Source: an optimization exercise on an open RTL-to-GDS flow (aim: small area, a short achievable clock period and few clock cycles per item). Production flows keep margins and buffers that such runs may drop.
Only simulation tests tie the RTL to the original design; equivalence was not proved.
Power figures rest on the tool's default switching activity, not on a simulated workload.

--- design/flow/config.mk ---
export PLATFORM = sky130hd
export DESIGN_NAME = et312_engine
export DESIGN_NICKNAME = et312_engine
export VERILOG_FILES = /design/flow/design.v
export SDC_FILE = /design/flow/constraint.sdc
export NUM_CORES = 4
export LEC_CHECK = 0
export CAP_MARGIN = 20
export CORE_MARGIN = 2
export CORE_UTILIZATION = 40
export SETUP_SLACK_MARGIN = 2.7
export SLEW_MARGIN = 20
--- design/flow/constraint.sdc ---
create_clock -name core_clock -period 5.0 [get_ports {clk}]
set_input_delay 1.0000 -clock core_clock [delete_from_list [all_inputs] [get_ports {clk}]]
set_output_delay 1.0000 -clock core_clock [all_outputs]
set_load 0.01 [all_outputs]
--- design/flow/design.v ---
module et312_cipher_step (
  input  wire [2:0] lane_oh,   
  input  wire       decode,    
  input  wire [7:0] x,         
  input  wire [7:0] fbk,       
  output wire [7:0] out        
);
  wire [7:0] m1 = decode ? 8'h62 : ~fbk;
  wire [7:0] a  = x ^ m1;
  wire       c6 = &a[5:0];
  wire [7:0] cv;
  assign cv[0] = 1'b1;
  assign cv[1] = a[0];
  assign cv[2] = &a[1:0];
  assign cv[3] = &a[2:0];
  assign cv[4] = &a[3:0];
  assign cv[5] = &a[4:0];
  assign cv[6] = ~c6;
  assign cv[7] = a[6] | c6;
  wire [7:0] xs  = lane_oh[1] ? {x[3:0], x[7:4]} : x;
  wire [7:0] msk = lane_oh[0] ? (fbk ^ 8'h62) :
                   lane_oh[1] ? (decode ? fbk : {fbk[3:0], fbk[7:4]}) : fbk;
  assign out = xs ^ msk ^ ({8{lane_oh[0]}} & cv);
endmodule
module et312_engine (
  input  wire        clk,
  input  wire        rst,          
  input  wire        cmd_valid,
  output wire        cmd_ready,
  input  wire [15:0] cmd_data,
  output reg         resp_valid,
  output wire [15:0] resp_data
);
  localparam [7:0] K0  = 8'h65, K1  = 8'hED, K2  = 8'h83;
  localparam [7:0] IV0 = 8'hB9, IV1 = 8'hFE, IV2 = 8'h8F;
  localparam [2:0] M_IDLE = 3'd0, M_ENC = 3'd1, M_ENCCK = 3'd2,
                   M_DEC  = 3'd3, M_CKSUM = 3'd4;
  localparam [3:0] OP_ILL   = 4'h7,    
                   OP_END   = 4'h5,
                   OP_RDERR = 4'h6, OP_BYTE  = 4'h8, OP_RDOUT = 4'h9,
                   OP_RDCKX = 4'hA, OP_RDCKL = 4'hB, OP_RDCKH = 4'hC,
                   OP_RDPOSL = 4'hD, OP_RDPOSH = 4'hE, OP_RESET = 4'hF;
  assign cmd_ready = 1'b1;
  wire [3:0] op  = cmd_data[15:12];
  wire [3:0] rsv = cmd_data[11:8];
  wire [7:0] arg = cmd_data[7:0];
  wire illegal = (rsv != 4'h0) || (op == 4'h7) || (op != OP_BYTE && arg != 8'h00);
  reg        v_q;         
  reg        byte_q;      
  reg  [3:0] op_q;        
  reg  [7:0] arg_q;       
  wire       sx_x_n, sx_l_n, sx_h_n;
  wire [7:0] xacc_n;
  reg  [7:0] xacc, sacc_l, sacc_h;
  always @(posedge clk) begin
    v_q    <= cmd_valid && !rst;
    byte_q <= cmd_valid && !rst && !illegal && op == OP_BYTE;
    op_q   <= illegal ? OP_ILL : op;
    arg_q  <= sx_x_n ? xacc_n : sx_l_n ? sacc_l : sx_h_n ? sacc_h : arg;
  end
  reg [7:0]  fba, fbb, fbc;
  reg [1:0]  lane;
  reg [13:0] pos;
  reg        sacc_c;        
  reg [7:0]  dout;
  reg [2:0]  mode;
  reg [2:0]  err;           
  reg        ge_win;        
  reg        ge_img;        
  reg        err_any;       
  reg        sx_x, sx_l, sx_h;   
  reg [7:0]  data_q;
  wire c_start = v_q && (op_q[3:2] == 2'b00 && op_q[1:0] != 2'b00 || op_q == 4'h4);
  wire c_end   = v_q && op_q == OP_END;
  wire c_reset = v_q && op_q == OP_RESET;
  wire c_ill   = v_q && op_q == OP_ILL;
  wire m_enc   = (mode == M_ENC);
  wire m_encck = (mode == M_ENCCK);
  wire m_dec   = (mode == M_DEC);
  wire m_cksum = (mode == M_CKSUM);
  wire m_ciph  = m_enc || m_dec || (m_encck && !ge_img);
  wire [2:0] lane_oh = {lane[1], lane[0], lane == 2'd0};
  wire [7:0] kcur = ({8{lane_oh[0]}} & K0) | ({8{lane_oh[1]}} & K1) | ({8{lane_oh[2]}} & K2);
  wire [7:0] fbk  = fba ^ kcur;
  wire [7:0] sacc_hr = sacc_h + {7'd0, sacc_c};
  wire [7:0] x = arg_q;
  wire [7:0] out;
  et312_cipher_step u_step (
    .lane_oh (lane_oh),
    .decode  (m_dec),
    .x       (x),
    .fbk     (fbk),
    .out     (out)
  );
  wire b_cipher = byte_q && m_ciph;
  wire b_ovr    = byte_q && m_encck && ge_img;
  wire b_nopass = byte_q && !(m_enc || m_encck || m_dec || m_cksum);
  wire b_adv    = byte_q && (m_ciph || m_cksum);
  wire b_acc    = byte_q && (m_cksum || m_encck) && !ge_win;
  wire clr = rst || c_start || c_reset;    
  wire pos_max = &pos;
  wire at55 = (pos == 14'd15855);
  wire at71 = (pos == 14'd15871);
  wire [7:0] g0 = sacc_l & arg_q;
  wire [7:0] p0 = sacc_l ^ arg_q;
  wire [7:0] g1, p1, g2, p2, g3;
  genvar i;
  generate
    for (i = 0; i < 8; i = i + 1) begin : pf
      if (i % 2 == 1) begin
        assign g1[i] = g0[i] | (p0[i] & g0[i-1]);
        assign p1[i] = p0[i] & p0[i-1];
      end else begin
        assign g1[i] = g0[i];
        assign p1[i] = p0[i];
      end
      if (i % 4 >= 2) begin
        assign g2[i] = g1[i] | (p1[i] & g1[(i/4)*4+1]);
        assign p2[i] = p1[i] & p1[(i/4)*4+1];
      end else begin
        assign g2[i] = g1[i];
        assign p2[i] = p1[i];
      end
      if (i >= 4) begin
        assign g3[i] = g2[i] | (p2[i] & g2[3]);
      end else begin
        assign g3[i] = g2[i];
      end
    end
  endgenerate
  wire [7:0] sum_l = p0 ^ {g3[6:0], 1'b0};
  assign xacc_n = b_acc ? xacc ^ arg_q : xacc;
  assign sx_x_n = !clr && (b_adv ? at55 && m_encck : sx_x);
  assign sx_l_n = !clr && (b_adv ? sx_x : sx_l);
  assign sx_h_n = !clr && (b_adv ? sx_l : sx_h);
  always @(posedge clk) begin
    if (clr) begin
      fba <= IV0; fbb <= IV1; fbc <= IV2;
      lane   <= 2'd0;
      pos    <= 14'd0;
      ge_win <= 1'b0;
      ge_img <= 1'b0;
      xacc   <= 8'h00;
      sacc_l <= 8'h00;
      sacc_h <= 8'h00;
      sacc_c <= 1'b0;
      dout   <= 8'h00;
    end else begin
      if (b_cipher) dout <= out;
      if (b_adv) begin
        fba    <= fbb;
        fbb    <= fbc;
        fbc    <= m_dec ? arg_q : out;
        lane   <= {lane[0], lane == 2'd0};
        pos    <= pos + {13'd0, !pos_max};
        if (at55) ge_win <= 1'b1;
        if (at71) ge_img <= 1'b1;
      end
      if (b_acc) begin
        xacc   <= xacc ^ arg_q;
        sacc_l <= sum_l;
      end
      sacc_c <= b_acc && g3[7];
      sacc_h <= sacc_hr;
    end
    sx_x <= sx_x_n;
    sx_l <= sx_l_n;
    sx_h <= sx_h_n;
    if (rst || c_reset || c_end) mode <= M_IDLE;
    else if (c_start)            mode <= op_q[2:0];
    if (rst || c_reset) begin
      err     <= 3'b000;
      err_any <= 1'b0;
    end else begin
      if (c_ill)    err[0] <= 1'b1;
      if (b_nopass) err[1] <= 1'b1;
      if (b_ovr)    err[2] <= 1'b1;
      if (c_ill || b_nopass || b_ovr) err_any <= 1'b1;
    end
    resp_valid <= v_q && !rst;
    data_q <= ({8{b_cipher}} & out) |
              ({8{v_q && op_q == OP_RDERR}}  & {5'b00000, err}) |
              ({8{v_q && op_q == OP_RDOUT}}  & dout) |
              ({8{v_q && op_q == OP_RDCKX}}  & xacc) |
              ({8{v_q && op_q == OP_RDCKL}}  & sacc_l) |
              ({8{v_q && op_q == OP_RDCKH}}  & sacc_hr) |
              ({8{v_q && op_q == OP_RDPOSL}} & pos[7:0]) |
              ({8{v_q && op_q == OP_RDPOSH}} & {2'b00, pos[13:8]});
  end
  assign resp_data = {err_any, ge_img, ge_win, lane, mode, data_q};
endmodule
--- design/flow/run.sh ---
#!/bin/bash
# synth_recipe.tcl (not shown) runs the flow's synth.tcl, then flattens the netlist and writes it again
# the make line also repeats each setting of config.mk as NAME=value (left out here)
make -C /OpenROAD-flow-scripts/flow DESIGN_CONFIG=/design/flow/config.mk WORK_HOME=/design/flow/orfs CLKGATE_MAP_FILE= SYNTH_SCRIPT=/design/flow/synth_recipe.tcl finish
==> results_dict.tcl, run 1 <==
set metrics [dict create \
    reg2reg_depth 7 \
    synth_nets 739 \
    rsz0062_at_grt "true" \
    synth_ff_type "dfxtp_1" \
    fin_crit_ps 2310 \
    dieArea_sq_mm 0.0154 \
    ys_seq_elements 108 \
    cts_hold_buf 0 \
    totalWireLength_um 17200 \
    die_h_um 124 \
    fin_cells 916 \
    cts_root_buffer "clkbuf_16" \
    arrival_ps 2560 \
    synthesis.area_sq_mm 0.00579 \
    place_hpwl_um 11300 \
    p_seq_share_pct 50.2 \
    pwr-share-clk_pct 42.3 \
    tightest_slew_ps 644 \
    ir_worst_vdd_mv 0.195 \
    p_leak_nw 2.83 \
    cts.clk_slew.worst_paths_ps 70 \
    grt_antenna_before_repair 0 \
    hold_depth 2 \
    cts.sinks 108 \
    synthArstFlopShare_pct 0 \
    syn_inst 706 \
    maxSlewViolCount 0 \
    vias_per_cell 5.83 \
    relSlewSlack_pct 56.9 \
    cts_buffers 9 \
    critPathMaxFanout 9 \
    h-tree-depth 3 \
    cts_buffer_depth 2 \
    pwr-share-comb_pct 7.5 \
    syn_to_final_growth_pct 22.7 \
    intPower_mw 1.34 \
    grt_pass1_wl_um 26500 \
    hold_path.class "reg2reg" \
    initialDrtViolationCount 596 \
    grtUsageTotal_pct 21.5 \
    switching_share_pct 23.9 \
    yosysSeqAreaShare_pct 37.4 \
    num_antenna_cells 0 \
    synth_edf_count 0 \
    path_class "reg2reg" \
    clock_skew_ps 9.78 \
    grt_overflow 0 \
    portBuffers 35 \
    maxCapViolCount 0 \
    first_global_vias 5056 \
    drc_errors 0 \
    drt-pass1-iter-count 5 \
    die_w_um 124 \
    tns_ps 0 \
    critical_path_required_ps 5250 \
    vias 5340 \
    rows 43 \
    core_area_sq_mm 0.0140 \
    hold_viol 0 \
    grt_max_degree 39 \
    setup_viol 0 \
    dp_cells 877 \
    min_period_over_period_pct 46.1 \
    clock_latency_ps 360 \
    routabilityCongestion 0.895 \
    ioPinCount 37 \
    syn_avg_cell_area_sq_um 8.20 \
    routedWlPerCell_um 18.8 \
    startpoint_type "flop" \
    yosysUniqueCellTypes 68 \
    status "finished clean" \
    worstSetupEndpointType "flop" \
    yosysWarnings 1 \
    clock.fmax_ghz 0.433 \
    cts_tree "built" \
    layout-drive-gt1-share_pct 17.3 \
    p_switching_mw 0.421 \
    power_density_mw_per_mm2 248 \
    nNetsFinal 764 \
    initial_utilization_pct 41.4 \
    drtAntennaViolNets 0 \
]
==> cell families (layout without fill, tap and decap cells) <==
logic type                 after synthesis  after routing  synth area share (%)
and+or+nand+nor                        270            272                  22.6
adders and majority gates               14             14                  3.42
AOI/OAI and AO/OA                      162            162                  18.4
buffers and inverters                   73            101                  5.41
muxes                                   18             18                  3.16
xor gates and xnor gates                60             60                  9.58
DFF                                    108            108                  37.4
other                                    1              1                0.0648
==> worst max-delay path: stages, from the launching register on <==
cell and delay [ps]:
dfxtp_4 430, xor2_2 230, xor2_1 100, or4_4 440, a32oi_4 360, mux2i_4 320, a21oi_2 90, a211o_1 230
==> Yosys cell counts, drive strengths merged, types with 5 or more instances <==
cell	instances	share of area [%]
and3	18	1.9
a211oi	5	0.65
nor3	15	1.3
o21ai	42	3.8
or2	5	0.54
xor2	25	3.8
buf	20	2.0
nor2	66	4.3
a22oi	8	1.0
inv	23	1.5
a21oi	50	4.3
clkbuf	30	1.9
ha	11	2.4
o211ai	6	0.78
a221oi	5	0.86
nand4	6	0.65
nor4	7	0.76
mux2i	16	2.8
nand2b	9	0.97
dfxtp	108	37
o21a	6	0.78
xnor2	33	5.0
and2	9	0.97
or3	6	0.65
nand3b	7	0.91
o22ai	8	0.86
nand2	79	5.1
a222oi	6	1.0
nand3	31	2.7
==> state kept, by name, summed over array words and instances (netlist names), 4 cells and up <==
signal and count:
fbc 8, pos 14, fbb 8, xacc 8, dout 8, sacc_l 8
op_q 4, fba 8, sacc_h 8, data_q 8, arg_q 8
==> cell usage in the layout, fill, tap and decap left out, types with 12 or more instances in the layout <==
cell type and count:
a21oi_1 43, and3_1 18, buf_4 23, clkdlybuf4s50_1 15, dfxtp_1 87, dfxtp_2 12
dlymetal6s2s_1 13, inv_1 21, mux2i_1 12, nand2_1 77, nand3_1 30, nor2_1 65
o21ai_0 38, xnor2_1 28, xor2_1 24
==> power groups by stage <==
stage / Clock [mW] / Combinational (mW) / Sequential (mW)
finish: 0.746 / 0.131 / 0.885
global route: 0.792 / 0.142 / 0.887
CTS: 0.761 / 0.110 / 0.885
detailed placement: 0 / 0.106 / 0.904
global placement: 0 / 0.105 / 0.904
floorplan: 0 / 0.0780 / 0.892
==> stage by stage <==
step	instance area [sq um]	hold WS (ps)	utilization (%)	worst slack [ps]	power, mW
after floorplan	5790	432	-	2820	0.970
after global placement	6190	442	44.3	1920	1.01
after detailed placement	6190	447	44.3	1860	1.01
after CTS	6710	449	48.0	2630	1.76
after global routing	7100	471	50.8	2610	1.82
final	7100	448	50.8	2690	1.76
==> area by class of cell <==
| type | count | area (sq um) |
|---|---|---|
| Tap cell | 180 | 225 |
| Multi-Input combinational cell | 527 | 3670 |
| Inverter | 23 | 86.3 |
| Fill cell | 1323 | 6890 |
| Timing Repair Buffer | 62 | 596 |
| Sequential cell | 108 | 2210 |
| Clock buffer | 11 | 253 |
| Clock inverter | 5 | 60.1 |
==> per-layer routing <==
layer	global-route usage [%]	up-vias	routed length (um)	part of all wire, %
met5	0	-	0	0
met4	6.74	0	442	2.6
met3	4.81	31	1320	7.6
met2	34.9	208	8080	47
met1	28.4	2577	7370	43
li1	-	2524	-	-
==> final timing paths <==
path | start | endpoint | slack [ps]
max | lane[0]$_SDFFE_PN0P_ | data_q[7]$_DFF_P_ | 2690
min | fbb[1]$_SDFFE_PN1P_ | fba[1]$_SDFFE_PN0P_ | 450
max reg2reg | lane[0]$_SDFFE_PN0P_ | data_q[7]$_DFF_P_ | 2690
min reg2reg | fbb[1]$_SDFFE_PN1P_ | fba[1]$_SDFFE_PN0P_ | 450
==> what timing repair did <==
item	in CTS	in global routing
endpoints found under the setup margin	75	71
pin swaps	5	25
gates resized for setup	47	72
buffers inserted	9	12
gates cloned	1	1
Testbench counts, summed over its fixed seeds: cycles 1,638,104, items 1,638,088.
==> run 2, diff against run 1 <==
--- a/design/flow/config.mk
+++ b/design/flow/config.mk
@@ -9,4 +9,4 @@
 export CORE_MARGIN = 2
 export CORE_UTILIZATION = 40
-export SETUP_SLACK_MARGIN = 2.7
+export SETUP_SLACK_MARGIN = 3.2
 export SLEW_MARGIN = 20
==> results_dict.tcl, run 2 <==
set metrics [dict create \
    status "finished clean" \
    initialDrtViolationCount 548 \
    ir_worst_vdd_mv 0.162 \
    hp-start "fbb[1]$_SDFFE_PN1P_" \
    routabilityCongestion 0.872 \
    clock_skew_ps 8.31 \
    die_w_um 124 \
    fin_cells 1018 \
    final_cell_area_sq_mm 0.00880 \
    worstPathCellList "buf_12 > or4b_4 > o211a_1 > o32ai_2 > inv_1 > a221oi_4 > a21oi_1 > a211o_1" \
    post-place-ws_ps 2150 \
    clock.fmax_ghz 0.428 \
    cts_buffers 9 \
    netlist.area_leader.share_pct 37.4 \
    rows 43 \
    drtAntennaViolNets 0 \
    synthArstFlopShare_pct 0 \
    critPathMaxFanout 4 \
    critical_path_required_ps 5260 \
    cts.sinks 108 \
    cts.clk_slew.worst_paths_ps 70 \
    synth_edf_count 0 \
    synth.most_common_cell "dfxtp_1" \
    vias 5965 \
    grt_max_degree 40 \
    grtUsageTotal_pct 25.1 \
    final.fill_count 1113 \
    ys_seq_elements 108 \
    hold_path.class "reg2reg" \
    fin_crit_ps 2340 \
    place_hpwl_um 11600 \
    min_period_over_period_pct 46.8 \
    syn_to_final_growth_pct 52.1 \
    yosysWarnings 1 \
    relSlewSlack_pct 57.0 \
    tightest_slew_ps 640 \
    nNetsFinal 866 \
    grt_overflow 0 \
    whs_ps 448 \
    worstSetupEndpointType "flop" \
    grt_antenna_before_repair 0 \
    core_area_sq_mm 0.0140 \
    regToRegStartpoint "lane[0]$_SDFFE_PN0P_" \
    largest_reg_flops 14 \
    hold_depth 2 \
    cpPeakStageDelay_ps 500 \
    reg2reg_depth 8 \
    clock_latency_ps 370 \
    setup_viol 0 \
    routedWlPerCell_um 20.7 \
    rrSetupSlack_ps 2660 \
    syn_avg_cell_area_sq_um 8.20 \
    yosysSeqAreaShare_pct 37.4 \
    portBuffers 35 \
    final_cell_mix "74 x dfxtp_1, 74 x buf_4, 67 x nand2_1" \
    drc_errors 0 \
    ioPinCount 37 \
    rsz0062_at_grt "true" \
    maxSlewViolCount 0 \
    arrival_ps 2600 \
    h-tree-depth 3 \
    num_antenna_cells 0 \
    yosysTopAreaCell "dfxtp_1" \
    hold_viol 0 \
    yosysUniqueCellTypes 68 \
    power_density_mw_per_mm2 207 \
    maxCapViolCount 0 \
    synth_nets 739 \
    tns_ps 0 \
    totalWireLength_um 21000 \
    dieArea_sq_mm 0.0154 \
    syn_inst 706 \
    layout-drive-gt1-share_pct 42.5 \
    drt-pass1-iter-count 5 \
    cts_tree "built" \
    cts_root_buffer "clkbuf_16" \
    vias_per_cell 5.86 \
    synthesis.area_sq_mm 0.00579 \
    cp_slowest_cell "or4b_4" \
    cts_buffer_depth 2 \
    min_to "fba[1]$_SDFFE_PN0P_" \
    die_h_um 124 \
    worst_r2r_endpoint "data_q[7]$_DFF_P_" \
    setup_slack_ps 2660 \
    top_register "pos" \
    startpoint_type "flop" \
    first_global_vias 5635 \
    ys_top_cells_by_count "108 x dfxtp_1, 79 x nand2_1, 66 x nor2_1, 50 x a21oi_1, 39 x o21ai_0" \
    grt_pass1_wl_um 30500 \
    p_leak_nw 3.47 \
    dp_cells 877 \
    synth_area_leaders "dfxtp_1 37%, nand2_1 5.1%, xnor2_1 5.0%" \
    path_class "reg2reg" \
    synth_ff_type "dfxtp_1" \
    place_area_sq_mm 0.00640 \
    initial_utilization_pct 41.4 \
]
[run 2: cell counts after synthesis]
No cell type changed its count.
[run 2: per-layer routing]
metal | share of wire [%] | track usage (%)
met5 | 0 | 0
met4 | 2.6 | 10.2
met3 | 7.5 | 6.40
met2 | 48 | 39.2
met1 | 42 | 33.1
[run 2: where the power goes]
group | internal (mW) | switching [mW] | leakage, nW | total, mW
registers | 0.858 | 0.0177 | 0.891 | 0.876
logic | 0.0993 | 0.103 | 2.43 | 0.203
clock network | 0.395 | 0.352 | 0.149 | 0.747
total | 1.35 | 0.473 | 3.47 | 1.83
[run 2: repair_timing]
item                       4_1_cts  5_1_grt
pin swaps                       55       77
setup buffers                   74       40
cloned                           6        5
gates resized for setup        253      148
hold buffers                     0        0
setup endpoints to repair      117      109
[run 2: worst max-delay path: cells and delay by family (launching register included)]
kind | cells | cell delay (ps)
AO/OA/AOI/OAI | 5 | 1100
buffers and inverters | 2 | 270
flip-flops | 1 | 370
AND/OR/NAND/NOR | 1 | 500
[run 2: worst max-delay path by stage]
stage	startpoint	endpoint	slack, ps
final	lane[0]$_SDFFE_PN0P_	data_q[7]$_DFF_P_	2660
after floorplan	lane[1]$_SDFFE_PN0P_	data_q[7]$_DFF_P_	2870
after global placement	rst	fbc[7]$_SDFFE_PN1P_	2180
after CTS	lane[0]$_SDFFE_PN0P_	data_q[7]$_DFF_P_	2690
after global routing	lane[0]$_SDFFE_PN0P_	data_q[7]$_DFF_P_	2590
after detailed placement	rst	arg_q[4]$_DFF_P_	2150
[run 2: cell type report]
| class | count | area [sq um] | share of cell area, % |
|---|---|---|---|
| multi-input cells | 530 | 4370 | 49.6 |
| clock buffers | 10 | 229 | 2.60 |
| well taps | 180 | 225 | 2.56 |
| inverters | 23 | 91.3 | 1.04 |
| flip-flops and latches | 108 | 2250 | 25.6 |
| clock inverters | 6 | 68.8 | 0.782 |
| repair buffers | 161 | 1570 | 17.8 |
[run 2: cell families (layout without fill, tap and decap cells)]
family,count (synthesis),after routing,synth area share (%)
muxes,18,19,3.16
AOI/OAI and AO/OA,162,163,18.4
DFF,108,108,37.4
and+or+nand+nor,270,273,22.6
other,1,1,0.0648
buffers and inverters,73,200,5.41
adders and majority gates,14,14,3.42
xor gates and xnor gates,60,60,9.58
[run 2: through the flow]
step / util [%] / total power [mW]
CTS: 56.0 / 1.79
global placement: 45.7 / 1.02
floorplan: - / 0.982
finish: 62.9 / 1.83
global route: 62.9 / 1.88
detailed placement: 45.7 / 1.02

==> re-timing with driven ports <==
Ports are ideal in the flow. The routed layouts listed here were re-timed in OpenROAD.
Step 1, drivers: a clkbuf_16 drives clk and a buf_2 each remaining input, both assumed.
Step 2 adds t to the input delays and takes it off the output delays; t is the mean of the earliest and latest rising clock arrival at the registers after step 1. Input paths then give back, and output paths get back, about the clock's delay inside the block.
a / b / c = ideal / step 1 / step 2; a / b = the first two.
run	shift t [ns]	setup WS [ns]	latest minus earliest clock arrival (ns)	cell pins on the clock port's net
run 1	0.395	2.693 / 2.693 / 2.385	0.012 / 0.011	1
run 2	0.405	2.661 / 2.661 / 2.605	0.009 / 0.008	1
After both steps setup and hold are still met in every run listed. The setup slack of run 1, which loses most, moves by 0.000 ns with the drivers and by -0.308 ns with both steps.
